This is an optimization exercise on Yosys and OpenROAD, whose aim is small area, a short achievable clock period and few clock cycles, not a production implementation.
Function was checked by simulation only, so behaviour that the tests miss may differ from the original.
Power is estimated from default activity; no workload was simulated.

## flow/config.mk

```make
export PLATFORM = sky130hd
export DESIGN_NAME = mml_voice
export DESIGN_NICKNAME = mml_voice
export VERILOG_FILES = /design/flow/design.v
export SDC_FILE = /design/flow/constraint.sdc
export NUM_CORES = 4
export LEC_CHECK = 0
export CAP_MARGIN = 20
export CORE_MARGIN = 2
export CORE_UTILIZATION = 40
export SLEW_MARGIN = 20
```

## flow/constraint.sdc

```tcl
create_clock -name core_clock -period 10.0 [get_ports {clk}]
set_input_delay 2.0000 -clock core_clock [delete_from_list [all_inputs] [get_ports {clk}]]
set_output_delay 2.0000 -clock core_clock [all_outputs]
set_load 0.01 [all_outputs]
```

## flow/design.v

```verilog
module mml_voice (
    input  wire        clk,
    input  wire        rst,         
    input  wire        in_valid,
    input  wire [7:0]  in_byte,
    input  wire        in_last,     
    output reg         in_ready,
    output reg         out_valid,
    input  wire        out_ready,
    output reg  [1:0]  out_kind,    
    output reg  [18:0] out_freq,    
    output reg  [28:0] out_dur,     
    output reg  [1:0]  out_fill,    
    output reg  [3:0]  out_vol,     
    output reg  [2:0]  out_err,     
    output reg         out_fg       
);
  localparam [1:0] K_TONE = 2'd0, K_END = 2'd1, K_ERR = 2'd2;
  localparam [2:0] E_MISSING_NUM = 3'd1, E_NOTE_RANGE = 3'd2,
                   E_ZERO_LEN    = 3'd3, E_ZERO_TEMPO = 3'd4,
                   E_BAD_ACC     = 3'd5, E_BAD_M      = 3'd6,
                   E_BAD_CMD     = 3'd7;
  localparam [3:0] U_NOP  = 4'd0,    
                   U_GT   = 4'd1,    
                   U_LT   = 4'd2,    
                   U_L    = 4'd3,
                   U_T    = 4'd4,
                   U_O    = 4'd5,
                   U_V    = 4'd6,
                   U_N    = 4'd7,
                   U_NOTE = 4'd8,    
                   U_P    = 4'd9,
                   U_M    = 4'd10,   
                   U_ERR  = 4'd11,   
                   U_SKIP = 4'd12,   
                   U_ENDP = 4'd13;   
  localparam [28:0] K240 = 29'd240000000, K360 = 29'd360000000;
  reg [7:0] b_byte;
  reg       b_last;
  reg       b_valid;
  reg [7:0] s_byte;
  reg       s_last;
  reg       s_valid;
  reg [2:0]  oct;
  reg        eff_valid;
  reg [2:0]  eff;
  reg [15:0] len_n;
  reg [1:0]  speed;
  reg [3:0]  vol;
  reg        fg;
  reg [27:0] q240;        
  reg [28:0] q360;        
  reg [3:0]  cmd;
  reg        str_done;    
  reg        fresh;       
  reg [3:0]  semi;
  reg [15:0] num;
  reg        have_num;
  reg        dotted;
  reg        divt;        
  reg        divl;        
  reg [4:0]  dcnt;
  reg [15:0] rem_a;
  reg [15:0] rem_b;
  reg        zvol;        
  wire [7:0] fb       = (b_byte >= 8'h61 && b_byte <= 8'h7a) ? b_byte - 8'h20 : b_byte;
  wire       is_digit = (b_byte >= 8'h30 && b_byte <= 8'h39);
  wire       is_sharp = (b_byte == 8'h23 || b_byte == 8'h2b);
  wire       is_flat  = (b_byte == 8'h2d);
  wire       is_dot   = (b_byte == 8'h2e);
  wire [19:0] num_next_w = {num, 3'b000} + {num, 1'b0} + b_byte[3:0];
  wire [15:0] num_next   = (num_next_w[19:16] != 4'd0) ? 16'hffff : num_next_w[15:0];
  wire [2:0]  cur_oct = eff_valid ? eff : oct;
  reg cont;
  always @(*) begin
    case (cmd)
      U_L, U_T, U_O, U_V: cont = is_digit;
      U_N, U_P:           cont = !dotted && (is_digit || is_dot);
      U_NOTE:             cont = (fresh && (is_sharp || is_flat)) ||
                                 (!dotted && (is_digit || is_dot));
      U_M:                cont = 1'b1;
      default:            cont = 1'b0;
    endcase
  end
  wire        use_num = have_num && (cmd != U_N);
  wire [15:0] len_sel = use_num ? num : len_n;
  reg       len_pow2;
  reg [3:0] len_k;
  reg       seen;
  integer   i;
  always @(*) begin
    len_pow2 = 1'b0;
    seen     = 1'b0;
    len_k    = 4'd0;
    for (i = 0; i < 16; i = i + 1) begin
      if (len_sel[i]) begin
        len_pow2 = !seen;
        seen     = 1'b1;
      end
      if (len_sel[i]) len_k = len_k | i[3:0];
    end
  end
  wire [28:0] q_sel     = dotted ? q360 : {1'b0, q240};
  wire [28:0] dur_shift = q_sel >> len_k;
  wire [6:0]  t_note = cur_oct * 7'd12 + {3'd0, semi};
  wire [6:0]  t_sel  = (cmd == U_N) ? num[6:0] - 7'd1 : t_note;
  wire [18:0] rom_freq;
  mml_freq_rom u_rom (.t(t_sel), .freq_chz(rom_freq));
  wire        is_rest = (cmd == U_P) || (cmd == U_N && num == 16'd0);
  function [3:0] base_semi(input [7:0] l);
    case (l)
      8'h43: base_semi = 4'd0;    
      8'h44: base_semi = 4'd2;    
      8'h45: base_semi = 4'd4;    
      8'h46: base_semi = 4'd5;    
      8'h47: base_semi = 4'd7;    
      8'h41: base_semi = 4'd9;    
      default: base_semi = 4'd11;  
    endcase
  endfunction
  reg [4:0]  t_cnt0;
  reg [15:0] t_rema0, t_remb0;
  always @(*) begin
    if (num[15:12] != 4'd0) begin
      t_cnt0 = 5'd16; t_rema0 = K240 >> 17; t_remb0 = K360 >> 17;
    end else if (num[11:8] != 4'd0) begin
      t_cnt0 = 5'd20; t_rema0 = K240 >> 21; t_remb0 = K360 >> 21;
    end else if (num[7] != 1'b0) begin
      t_cnt0 = 5'd21; t_rema0 = K240 >> 22; t_remb0 = K360 >> 22;
    end else if (num[6] != 1'b0) begin
      t_cnt0 = 5'd22; t_rema0 = K240 >> 23; t_remb0 = K360 >> 23;
    end else if (num[5] != 1'b0) begin
      t_cnt0 = 5'd23; t_rema0 = K240 >> 24; t_remb0 = K360 >> 24;
    end else begin
      t_cnt0 = 5'd28; t_rema0 = 16'd0;      t_remb0 = 16'd0;
    end
  end
  wire        bit_a   = divt ? K240[dcnt] : out_dur[28];
  wire        bit_b   = K360[dcnt];
  wire [16:0] trial_a = {rem_a, bit_a};
  wire [16:0] trial_b = {rem_b, bit_b};
  wire [17:0] diff_a  = {1'b0, trial_a} - {2'b00, len_sel};
  wire [17:0] diff_b  = {1'b0, trial_b} - {2'b00, num};
  wire        qa      = !diff_a[17];
  wire        qb      = !diff_b[17];
  wire out_free = !out_valid || out_ready;
  wire busy     = divl || (divt && dcnt != 5'd0);
  wire adv      = out_free && !busy;
  always @(*) begin
    in_ready = !s_valid;
    out_fill = speed;
    out_fg   = fg;
    out_vol  = zvol ? 4'd0 : vol;
  end
  reg        consume;      
  reg        start;        
  reg        emit_tone;
  reg        emit_end;
  reg        emit_err;
  reg [2:0]  err_code;
  reg        go_skip;      
  reg        fin;          
  reg        fin_ok;
  always @(*) begin
    consume   = 1'b0;
    start     = 1'b0;
    emit_tone = 1'b0;
    emit_end  = 1'b0;
    emit_err  = 1'b0;
    err_code  = E_BAD_CMD;
    go_skip   = 1'b0;
    fin       = 1'b0;
    fin_ok    = 1'b0;
    if (adv) begin
      case (cmd)
        U_SKIP: consume = b_valid;
        U_ENDP: begin
          emit_end = 1'b1;
          start    = b_valid;
        end
        U_ERR: begin
          emit_err = 1'b1;
          err_code = out_err;
          go_skip  = !str_done && b_valid;
        end
        default: begin
          fin = str_done || (b_valid && !cont);
          if (fin) begin
            fin_ok = 1'b1;
            case (cmd)
              U_L: begin
                if (!have_num)     begin fin_ok = 1'b0; err_code = E_MISSING_NUM; end
                else if (num == 0) begin fin_ok = 1'b0; err_code = E_ZERO_LEN; end
              end
              U_T: begin
                if (!have_num)     begin fin_ok = 1'b0; err_code = E_MISSING_NUM; end
                else if (num == 0) begin fin_ok = 1'b0; err_code = E_ZERO_TEMPO; end
              end
              U_O, U_V: begin
                if (!have_num)     begin fin_ok = 1'b0; err_code = E_MISSING_NUM; end
              end
              U_N: begin
                if (!have_num)          begin fin_ok = 1'b0; err_code = E_MISSING_NUM; end
                else if (num > 16'd84)  begin fin_ok = 1'b0; err_code = E_NOTE_RANGE; end
              end
              U_NOTE, U_P: begin
                if (have_num && num == 0) begin fin_ok = 1'b0; err_code = E_ZERO_LEN; end
              end
              U_M: begin fin_ok = 1'b0; err_code = E_BAD_M; end
              default: ;
            endcase
            if (!fin_ok) begin
              emit_err = 1'b1;
              go_skip  = !str_done;
            end else if (cmd == U_T) begin
            end else if (cmd == U_N || cmd == U_NOTE || cmd == U_P) begin
              if (len_pow2) begin
                emit_tone = 1'b1;
                if (!str_done) start = 1'b1;
              end
            end else begin
              if (str_done) begin
                emit_end = 1'b1;
                start    = b_valid;
              end else begin
                start = 1'b1;
              end
            end
          end else begin
            consume = b_valid;
          end
        end
      endcase
    end
    if (start || go_skip) consume = 1'b1;
  end
  wire ldiv = fin && fin_ok && (cmd == U_N || cmd == U_NOTE || cmd == U_P) && !len_pow2;
  wire tdiv = fin && fin_ok && (cmd == U_T);
  always @(posedge clk) begin
    if (rst) begin
      b_valid   <= 1'b0;
      s_valid   <= 1'b0;
      b_byte    <= 8'd0;
      b_last    <= 1'b0;
      s_byte    <= 8'd0;
      s_last    <= 1'b0;
      oct       <= 3'd4;
      eff_valid <= 1'b0;
      eff       <= 3'd0;
      len_n     <= 16'd4;
      speed     <= 2'd0;
      vol       <= 4'd15;
      fg        <= 1'b1;
      q240      <= 28'd2000000;
      q360      <= 29'd3000000;
      cmd       <= U_NOP;
      str_done  <= 1'b0;
      fresh     <= 1'b0;
      semi      <= 4'd0;
      num       <= 16'd0;
      have_num  <= 1'b0;
      dotted    <= 1'b0;
      divt      <= 1'b0;
      divl      <= 1'b0;
      dcnt      <= 5'd0;
      rem_a     <= 16'd0;
      rem_b     <= 16'd0;
      zvol      <= 1'b0;
      out_valid <= 1'b0;
      out_kind  <= K_TONE;
      out_freq  <= 19'd0;
      out_dur   <= 29'd0;
      out_err   <= 3'd0;
    end else begin
      if (consume) begin
        if (s_valid) begin
          b_byte  <= s_byte;
          b_last  <= s_last;
          s_valid <= 1'b0;
        end else begin
          b_valid <= in_valid;
          b_byte  <= in_byte;
          b_last  <= in_last;
        end
      end else if (!b_valid) begin
        b_valid <= in_valid;
        b_byte  <= in_byte;
        b_last  <= in_last;
      end else if (!s_valid) begin
        s_valid <= in_valid;
        s_byte  <= in_byte;
        s_last  <= in_last;
      end
      if (out_free) out_valid <= 1'b0;
      if (emit_tone) begin
        out_valid <= 1'b1;
        out_kind  <= K_TONE;
        out_freq  <= is_rest ? 19'd0 : rom_freq;
        out_dur   <= dur_shift;
        zvol      <= (cmd == U_N) && (num == 16'd0);
      end
      if (emit_end) begin
        out_valid <= 1'b1;
        out_kind  <= K_END;
      end
      if (emit_err) begin
        out_valid <= 1'b1;
        out_kind  <= K_ERR;
        out_err   <= err_code;
      end
      if (fin && fin_ok) begin
        case (cmd)
          U_GT: begin
            eff_valid <= 1'b1;
            eff       <= (cur_oct == 3'd6) ? 3'd6 : cur_oct + 3'd1;
          end
          U_LT: begin
            eff_valid <= 1'b1;
            eff       <= (cur_oct == 3'd0) ? 3'd0 : cur_oct - 3'd1;
          end
          U_L: len_n <= num;
          U_O: begin
            oct       <= (num > 16'd6) ? 3'd6 : num[2:0];
            eff_valid <= 1'b0;
          end
          U_V: vol <= (num > 16'd15) ? 4'd15 : num[3:0];
          U_N, U_NOTE, U_P: eff_valid <= 1'b0;
          default: ;
        endcase
      end
      if (emit_tone && str_done) cmd <= U_ENDP;
      if (emit_err && !str_done && !go_skip) cmd <= U_SKIP;
      if (go_skip) begin
        cmd <= b_last ? U_NOP : U_SKIP;
        str_done <= 1'b0;
      end
      if (cmd == U_SKIP && consume && b_last) cmd <= U_NOP;
      if (start) begin
        str_done <= b_last;
        num      <= 16'd0;
        have_num <= 1'b0;
        dotted   <= 1'b0;
        fresh    <= 1'b0;
        case (fb)
          8'h3b: cmd <= U_NOP;
          8'h3e: cmd <= U_GT;
          8'h3c: cmd <= U_LT;
          8'h4c: cmd <= U_L;
          8'h54: cmd <= U_T;
          8'h4f: cmd <= U_O;
          8'h56: cmd <= U_V;
          8'h4e: cmd <= U_N;
          8'h50: cmd <= U_P;
          8'h4d: cmd <= U_M;
          8'h41, 8'h42, 8'h43, 8'h44, 8'h45, 8'h46, 8'h47: begin
            cmd   <= U_NOTE;
            semi  <= base_semi(fb);
            fresh <= 1'b1;
          end
          default: begin
            cmd     <= U_ERR;
            out_err <= E_BAD_CMD;
          end
        endcase
      end
      if (emit_end && !start) begin
        cmd      <= U_NOP;
        str_done <= 1'b0;
      end
      if (emit_err && str_done) begin
        cmd      <= U_NOP;
        str_done <= 1'b0;
      end
      if (consume && !start && !go_skip && cmd != U_SKIP) begin
        str_done <= b_last;
        fresh    <= 1'b0;
        if (cmd == U_M) begin
          case (fb)
            8'h4e: begin speed <= 2'd0; cmd <= U_NOP; end
            8'h4c: begin speed <= 2'd1; cmd <= U_NOP; end
            8'h53: begin speed <= 2'd2; cmd <= U_NOP; end
            8'h46: begin fg    <= 1'b1; cmd <= U_NOP; end
            8'h42: begin fg    <= 1'b0; cmd <= U_NOP; end
            default: begin cmd <= U_ERR; out_err <= E_BAD_M; end
          endcase
        end else if (is_digit) begin
          num      <= num_next;
          have_num <= 1'b1;
        end else if (is_dot) begin
          dotted <= 1'b1;
        end else begin
          if ((is_flat && (semi == 4'd0 || semi == 4'd5)) ||
              (is_sharp && (semi == 4'd4 || semi == 4'd11))) begin
            cmd     <= U_ERR;
            out_err <= E_BAD_ACC;
          end else begin
            semi <= is_flat ? semi - 4'd1 : semi + 4'd1;
          end
        end
      end
      if (tdiv) begin
        divt  <= 1'b1;
        dcnt  <= t_cnt0;
        rem_a <= t_rema0;
        rem_b <= t_remb0;
        q240  <= 28'd0;
        q360  <= 29'd0;
        cmd   <= U_NOP;
      end
      if (divt) begin
        rem_a <= qa ? diff_a[15:0] : trial_a[15:0];
        rem_b <= qb ? diff_b[15:0] : trial_b[15:0];
        q240  <= {q240[26:0], qa};
        q360  <= {q360[27:0], qb};
        dcnt  <= dcnt - 5'd1;
        if (dcnt == 5'd0) divt <= 1'b0;
      end
      if (ldiv) begin
        divl     <= 1'b1;
        dcnt     <= 5'd28;
        rem_a    <= 16'd0;
        out_dur  <= q_sel;
        out_kind <= K_TONE;
        out_freq <= is_rest ? 19'd0 : rom_freq;
        zvol     <= (cmd == U_N) && (num == 16'd0);
      end
      if (divl) begin
        rem_a   <= qa ? diff_a[15:0] : trial_a[15:0];
        out_dur <= {out_dur[27:0], qa};
        dcnt    <= dcnt - 5'd1;
        if (dcnt == 5'd0) begin
          divl      <= 1'b0;
          out_valid <= 1'b1;
          cmd       <= str_done ? U_ENDP : U_NOP;
        end
      end
    end
  end
endmodule
module mml_freq_rom (
    input  wire [6:0]  t,
    output reg  [18:0] freq_chz
);
  always @(*) begin
    case (t)
      7'd0: freq_chz = 19'd1635;
      7'd1: freq_chz = 19'd1732;
      7'd2: freq_chz = 19'd1835;
      7'd3: freq_chz = 19'd1945;
      7'd4: freq_chz = 19'd2060;
      7'd5: freq_chz = 19'd2183;
      7'd6: freq_chz = 19'd2312;
      7'd7: freq_chz = 19'd2450;
      7'd8: freq_chz = 19'd2596;
      7'd9: freq_chz = 19'd2750;
      7'd10: freq_chz = 19'd2914;
      7'd11: freq_chz = 19'd3087;
      7'd12: freq_chz = 19'd3270;
      7'd13: freq_chz = 19'd3465;
      7'd14: freq_chz = 19'd3671;
      7'd15: freq_chz = 19'd3889;
      7'd16: freq_chz = 19'd4120;
      7'd17: freq_chz = 19'd4365;
      7'd18: freq_chz = 19'd4625;
      7'd19: freq_chz = 19'd4900;
      7'd20: freq_chz = 19'd5191;
      7'd21: freq_chz = 19'd5500;
      7'd22: freq_chz = 19'd5827;
      7'd23: freq_chz = 19'd6174;
      7'd24: freq_chz = 19'd6541;
      7'd25: freq_chz = 19'd6930;
      7'd26: freq_chz = 19'd7342;
      7'd27: freq_chz = 19'd7778;
      7'd28: freq_chz = 19'd8241;
      7'd29: freq_chz = 19'd8731;
      7'd30: freq_chz = 19'd9250;
      7'd31: freq_chz = 19'd9800;
      7'd32: freq_chz = 19'd10383;
      7'd33: freq_chz = 19'd11000;
      7'd34: freq_chz = 19'd11654;
      7'd35: freq_chz = 19'd12347;
      7'd36: freq_chz = 19'd13081;
      7'd37: freq_chz = 19'd13859;
      7'd38: freq_chz = 19'd14683;
      7'd39: freq_chz = 19'd15556;
      7'd40: freq_chz = 19'd16481;
      7'd41: freq_chz = 19'd17461;
      7'd42: freq_chz = 19'd18500;
      7'd43: freq_chz = 19'd19600;
      7'd44: freq_chz = 19'd20765;
      7'd45: freq_chz = 19'd22000;
      7'd46: freq_chz = 19'd23308;
      7'd47: freq_chz = 19'd24694;
      7'd48: freq_chz = 19'd26163;
      7'd49: freq_chz = 19'd27718;
      7'd50: freq_chz = 19'd29366;
      7'd51: freq_chz = 19'd31113;
      7'd52: freq_chz = 19'd32963;
      7'd53: freq_chz = 19'd34923;
      7'd54: freq_chz = 19'd36999;
      7'd55: freq_chz = 19'd39200;
      7'd56: freq_chz = 19'd41530;
      7'd57: freq_chz = 19'd44000;
      7'd58: freq_chz = 19'd46616;
      7'd59: freq_chz = 19'd49388;
      7'd60: freq_chz = 19'd52325;
      7'd61: freq_chz = 19'd55437;
      7'd62: freq_chz = 19'd58733;
      7'd63: freq_chz = 19'd62225;
      7'd64: freq_chz = 19'd65926;
      7'd65: freq_chz = 19'd69846;
      7'd66: freq_chz = 19'd73999;
      7'd67: freq_chz = 19'd78399;
      7'd68: freq_chz = 19'd83061;
      7'd69: freq_chz = 19'd88000;
      7'd70: freq_chz = 19'd93233;
      7'd71: freq_chz = 19'd98777;
      7'd72: freq_chz = 19'd104650;
      7'd73: freq_chz = 19'd110873;
      7'd74: freq_chz = 19'd117466;
      7'd75: freq_chz = 19'd124451;
      7'd76: freq_chz = 19'd131851;
      7'd77: freq_chz = 19'd139691;
      7'd78: freq_chz = 19'd147998;
      7'd79: freq_chz = 19'd156798;
      7'd80: freq_chz = 19'd166122;
      7'd81: freq_chz = 19'd176000;
      7'd82: freq_chz = 19'd186466;
      7'd83: freq_chz = 19'd197553;
      default: freq_chz = 19'd0;
    endcase
  end
endmodule
```

## flow/run.sh

```bash
#!/bin/bash
# synth_recipe.tcl (not shown) runs the flow's synth.tcl, then flattens the netlist and writes it again
# the make line also repeats each setting of config.mk as NAME=value (left out here)
make -C /OpenROAD-flow-scripts/flow DESIGN_CONFIG=/design/flow/config.mk WORK_HOME=/design/flow/orfs CLKGATE_MAP_FILE= SYNTH_SCRIPT=/design/flow/synth_recipe.tcl finish
```

==> results by group <==
Synthesis
  • Yosys warnings: 2
  • Number of enable flip-flop cells after synthesis: 0
  • Cell area after synthesis: 18000 µm²
  • Fraction of synthesized area in multiplexers: 11.1%
  • Adder-cell share of the synthesized area: 7.09%
  • Library cell with the highest instance count after synthesis: sky130_fd_sc_hd__nand2_1
  • Synth unique cells: 94
  • Dominant combinational cell family by area after synthesis: compound AO/OA/AOI/OAI gates
  • Most used standard cells in the synthesized netlist: 234 x sky130_fd_sc_hd__nand2_1, 228 x sky130_fd_sc_hd__dfxtp_1, 209 x sky130_fd_sc_hd__nor2_1
  • Post-synthesis xor/xnor area fraction: 2.43%
  • Top_reg_cell synth: sky130_fd_sc_hd__dfxtp_1
  • Syn avg cell area: 7.66 µm²
  • Sequential cell area fraction in the yosys report: 25.3%
  • Post-synthesis share of cell area spent on and, or, nand and nor gates: 20.4%
  • Total of flip-flops plus latches after synthesis: 228
  • Net count of the mapped netlist: 2463
  • Complex-gate fraction of the synthesized area: 27.9%
  • Cell count after synthesis: 2352
  • Async set or reset register ratio after synthesis: 0%
  • Top cell type's share of synthesized area: 25.3%
  • Post-synth top area cell: sky130_fd_sc_hd__dfxtp_1
  • Most area-consuming cells after synthesis: sky130_fd_sc_hd__dfxtp_1 25%, sky130_fd_sc_hd__mux2i_1 9.7%, sky130_fd_sc_hd__ha_1 6.3%

Timing
  • Hold Violations, Final: 0
  • Final setup fails: 0
  • Relative slew margins: 26.0%
  • Final cycle utilization of the critical path: 55.7%
  • Number of pins exceeding their max-slew limit in the final report: 0
  • Setup repair after global routing missed its margin: false
  • Setup TNS: 0 ps
  • Final critical delay including setup and external delays: 5570 ps
  • Post-route worst setup slack: 4430 ps
  • Actual slew at the worst max-slew pin: 1100 ps
  • F_max: 180 MHz
  • Layout Skew: 20.5 ps

Worst setup path
  • Biggest fanout along the worst timing path: 23
  • Combined buffer and inverter count along the critical path: 3
  • Crit Path Category: register to register
  • Most used cell, CP: sky130_fd_sc_hd__buf_4
  • Critical R2R Launch: have_num
  • Crit Reg-Reg Endpoint: out_dur[5]
  • Flop2flop setup slack: 4430 ps
  • Nature of the critical path startpoint: register
  • CP delay by family, top: simple AND/OR/NAND/NOR gates
  • Critical path capture point type: register
  • Crit path largest cell delay: 540 ps
  • Worst Reg2Reg Path Length in Cells: 15
  • Crit-path cells: buf_4 -> clkinv_1 -> nor2_2 -> buf_4 -> mux2i_1 -> ha_1 -> nor3b_1 -> o2111ai_1 -> a221oi_1 -> o2bb2ai_1 -> and4_1 -> or2_2 -> and2_0 -> nand2_1 -> o221ai_1
  • Standard cell with the maximum stage delay on the critical path: sky130_fd_sc_hd__clkinv_1
  • Crit path arrival time: 5970 ps
  • Required arrival time at the worst endpoint: 10400 ps

Finish
  • Filler cells: 4528
  • Share of final-layout standard cells stronger than drive strength 1: 6.04%
  • Number of nets in the layout: 2409
  • Final antenna diode count: 0
  • Final design instance area without fill: 19900 µm²
  • Layout overhead on the synthesized area: 10.1%
  • Non-filler cells, final: 2910

Floorplanning
  • I/O pin cnt: 75
  • Core area: 44300 µm²
  • Width of the die: 216 µm
  • Die area: 46800 µm²
  • Die Y-Extent: 216 µm
  • Starting Density: 40.7%
  • # rows: 77

CTS
  • CTS Root Buffer Type: sky130_fd_sc_hd__clkbuf_16
  • Buffer levels on the longest clock path: 3
  • Clock latency at the later pin of the worst-skew pair: 570 ps
  • Number of instances resized during post-cts repair: 0
  • CTS tree: done
  • Clock slew at the register clock pins of the worst setup and hold paths: 60 ps
  • H-Tree Level Count: 1
  • Setup Fix Bufs, Post-CTS: 0
  • Hold Buf Count CTS: 0
  • TritonCTS sink count: 228
  • TritonCTS buffer count: 27

Route
  • Number of iterations in the first detailed-routing pass: 5
  • Initial DRC Count: 1775
  • Avg WL per Cell: 21.2 µm
  • Vias after detailed routing: 18164
  • Final ANT Viol Nets: 0
  • Vias per Instance: 6.24
  • Number of DRC violations after detailed routing: 0
  • Total Wirelength: 61.7 mm

Power and ir drop
  • Net switching power: 1.26 mW
  • Total power: 3.24 mW
  • Areal power density over the cells: 163 nW/µm²
  • Switching part of the total power: 38.8%
  • VDD IR max: 0.117 mV
  • Leakage Power: 7.61 nW
  • Clock network fraction of design power: 30.1%
  • Power share of the combinational group: 36.6%
  • Part of the power in registers: 33.3%
  • Internal power: 1.98 mW

Placed design
  • Count of buffers inserted at the top-level ports: 73
  • Placed inst area: 19000 µm²
  • HPWL after DPL: 43.8 mm
  • DP Cell Count: 2861
  • Last weighted congestion value of the routability-driven placer: 0.947
  • Pre-CTS setup slack: 4540 ps

Hold path
  • Count of cells along the worst hold path: 2
  • Hold Crit Class: register to register
  • Hold wc startpoint: out_freq[5]
  • End point of the worst hold path: out_freq[5]

Global route
  • Global-route congestion overflow total: 0
  • Pin count of the biggest net entering global routing: 85
  • Via count of the first global-routing pass: 17335
  • Antenna violations before repair: 0
  • First-pass GRT wire length: 98.1 mm
  • Total GRT Usage: 25.6%

Flow run
  • Max-capacitance violation count: 0

Status
  • Run status: timing/DRC/antenna clean
-- logic make-up (layout without fill, tap and decap cells) --
logic type                 count (synthesis)  after routing
adders and majority gates                 98             98
buffers and inverters                    253            219
AOI/OAI and AO/OA                        751            751
muxes                                    197            197
DFF                                      228            228
and+or+nand+nor                          774            774
other                                      1              1
xor gates and xnor gates                  50             50
-- state kept, by name (all words and copies together), names as in the netlist, 2 cells and up --
name,cells
len_n,16
cmd,4
rem_a,16
out_err,3
out_freq,18
eff,3
semi,4
dcnt,5
num,16
s_byte,8
q240,28
vol,4
speed,2
rem_b,16
b_byte,8
out_kind,2
q360,29
oct,3
out_dur,29
-- worst max-delay path by stage --
stage	start	to	slack [ps]	cells after the start
final	have_num	out_dur[5]	4430	15
after global routing	have_num	rem_a[15]	4120	16
after CTS	have_num	out_dur[11]	4530	15
after detailed placement	have_num	out_dur[11]	4540	15
after global placement	have_num	out_dur[4]	4680	15
after floorplan	cmd[0]	semi[2]	5290	18
-- power by group through the flow --
stage | clock network [mW] | logic (mW) | registers, mW
5_1_grt | 1.03 | 1.28 | 1.09
4_1_cts | 1.00 | 1.16 | 1.08
3_5_place_dp | 0 | 1.16 | 1.10
2_1_floorplan | 0 | 0.885 | 1.04
3_3_place_gp | 0 | 1.16 | 1.09
6_report | 0.976 | 1.19 | 1.08
-- worst register-to-register path, delay by kind of cell, from the launching register on --
| kind | cells | cell delay [ps] |
|---|---|---|
| AND/OR/NAND/NOR | 6 | 2360 |
| flip-flops | 1 | 300 |
| buffers and inverters | 3 | 1130 |
| adder cells (fa/ha/maj) | 1 | 270 |
| AO/OA/AOI/OAI | 4 | 910 |
| multiplexers | 1 | 450 |
-- through the flow --
step / hold slack [ps] / utilization (%)
after detailed placement: 456 / 42.8
final: 461 / 44.8
after CTS: 469 / 44.8
after global placement: 447 / 42.8
after global routing: 483 / 44.8
after floorplan: 442 / -
-- cell usage in the layout (no fill, tap or decap), types with 25 or more instances in the layout --
cell                              count
sky130_fd_sc_hd__nand2_1            233
sky130_fd_sc_hd__dfxtp_1            226
sky130_fd_sc_hd__nor2_1             208
sky130_fd_sc_hd__a21oi_1            197
sky130_fd_sc_hd__mux2i_1            172
sky130_fd_sc_hd__o21ai_0            149
sky130_fd_sc_hd__nand3_1             93
sky130_fd_sc_hd__ha_1                91
sky130_fd_sc_hd__clkdlybuf4s50_1     72
sky130_fd_sc_hd__inv_1               62
sky130_fd_sc_hd__nor3_1              53
sky130_fd_sc_hd__a211oi_1            40
sky130_fd_sc_hd__xnor2_1             35
sky130_fd_sc_hd__o211ai_1            34
sky130_fd_sc_hd__a31oi_1             32
sky130_fd_sc_hd__buf_4               32
sky130_fd_sc_hd__clkbuf_16           27
sky130_fd_sc_hd__and2_1              25
-- routing by layer --
metal | up-vias | GRT usage (%) | wire length [µm]
li1 | 8624 | - | -
met1 | 8717 | 34.7 | 27500
met2 | 704 | 41.4 | 28000
met3 | 119 | 3.62 | 4230
met4 | 0 | 8.95 | 1940
met5 | - | 0 | 0
-- layout make-up --
| cell class | count | area, µm² | share of cell area [%] |
|---|---|---|---|
| flip-flops and latches | 228 | 4570 | 23.0 |
| inverters | 65 | 244 | 1.23 |
| clock buffers | 40 | 774 | 3.90 |
| repair buffers | 105 | 972 | 4.90 |
| well taps | 592 | 741 | 3.73 |
| clock inverters | 9 | 81.3 | 0.410 |
| multi-input cells | 1871 | 12500 | 62.8 |
Testbench counts, summed over its fixed seeds: cycles 19,320.

==> what the ideal ports hide <==
The results above use ideal ports. As a check the final layout listed here was re-extracted and re-timed, cells and wires unchanged. Step 1 (the two cells are an assumption about what drives the block):
set clk [get_ports {clk}]
set_driving_cell -lib_cell sky130_fd_sc_hd__clkbuf_16 $clk
set_driving_cell -lib_cell sky130_fd_sc_hd__buf_2 [delete_from_list [all_inputs] $clk]
Step 2, shift: input delay + t, output delay - t, t = (earliest + latest rising clock arrival at the registers) / 2. This alone moves slack from input paths to output paths. Slacks: ideal / step 1 / step 2; pairs: ideal / step 1.
t, ns: 0.601
slack for setup (ns): 4.431 / 4.431 / 4.431
clock arrival spread, ns: 0.021 / 0.021
After both steps this run still meets setup and hold. The setup slack of this run moves by 0.000 ns with the drivers and by 0.000 ns with both steps.
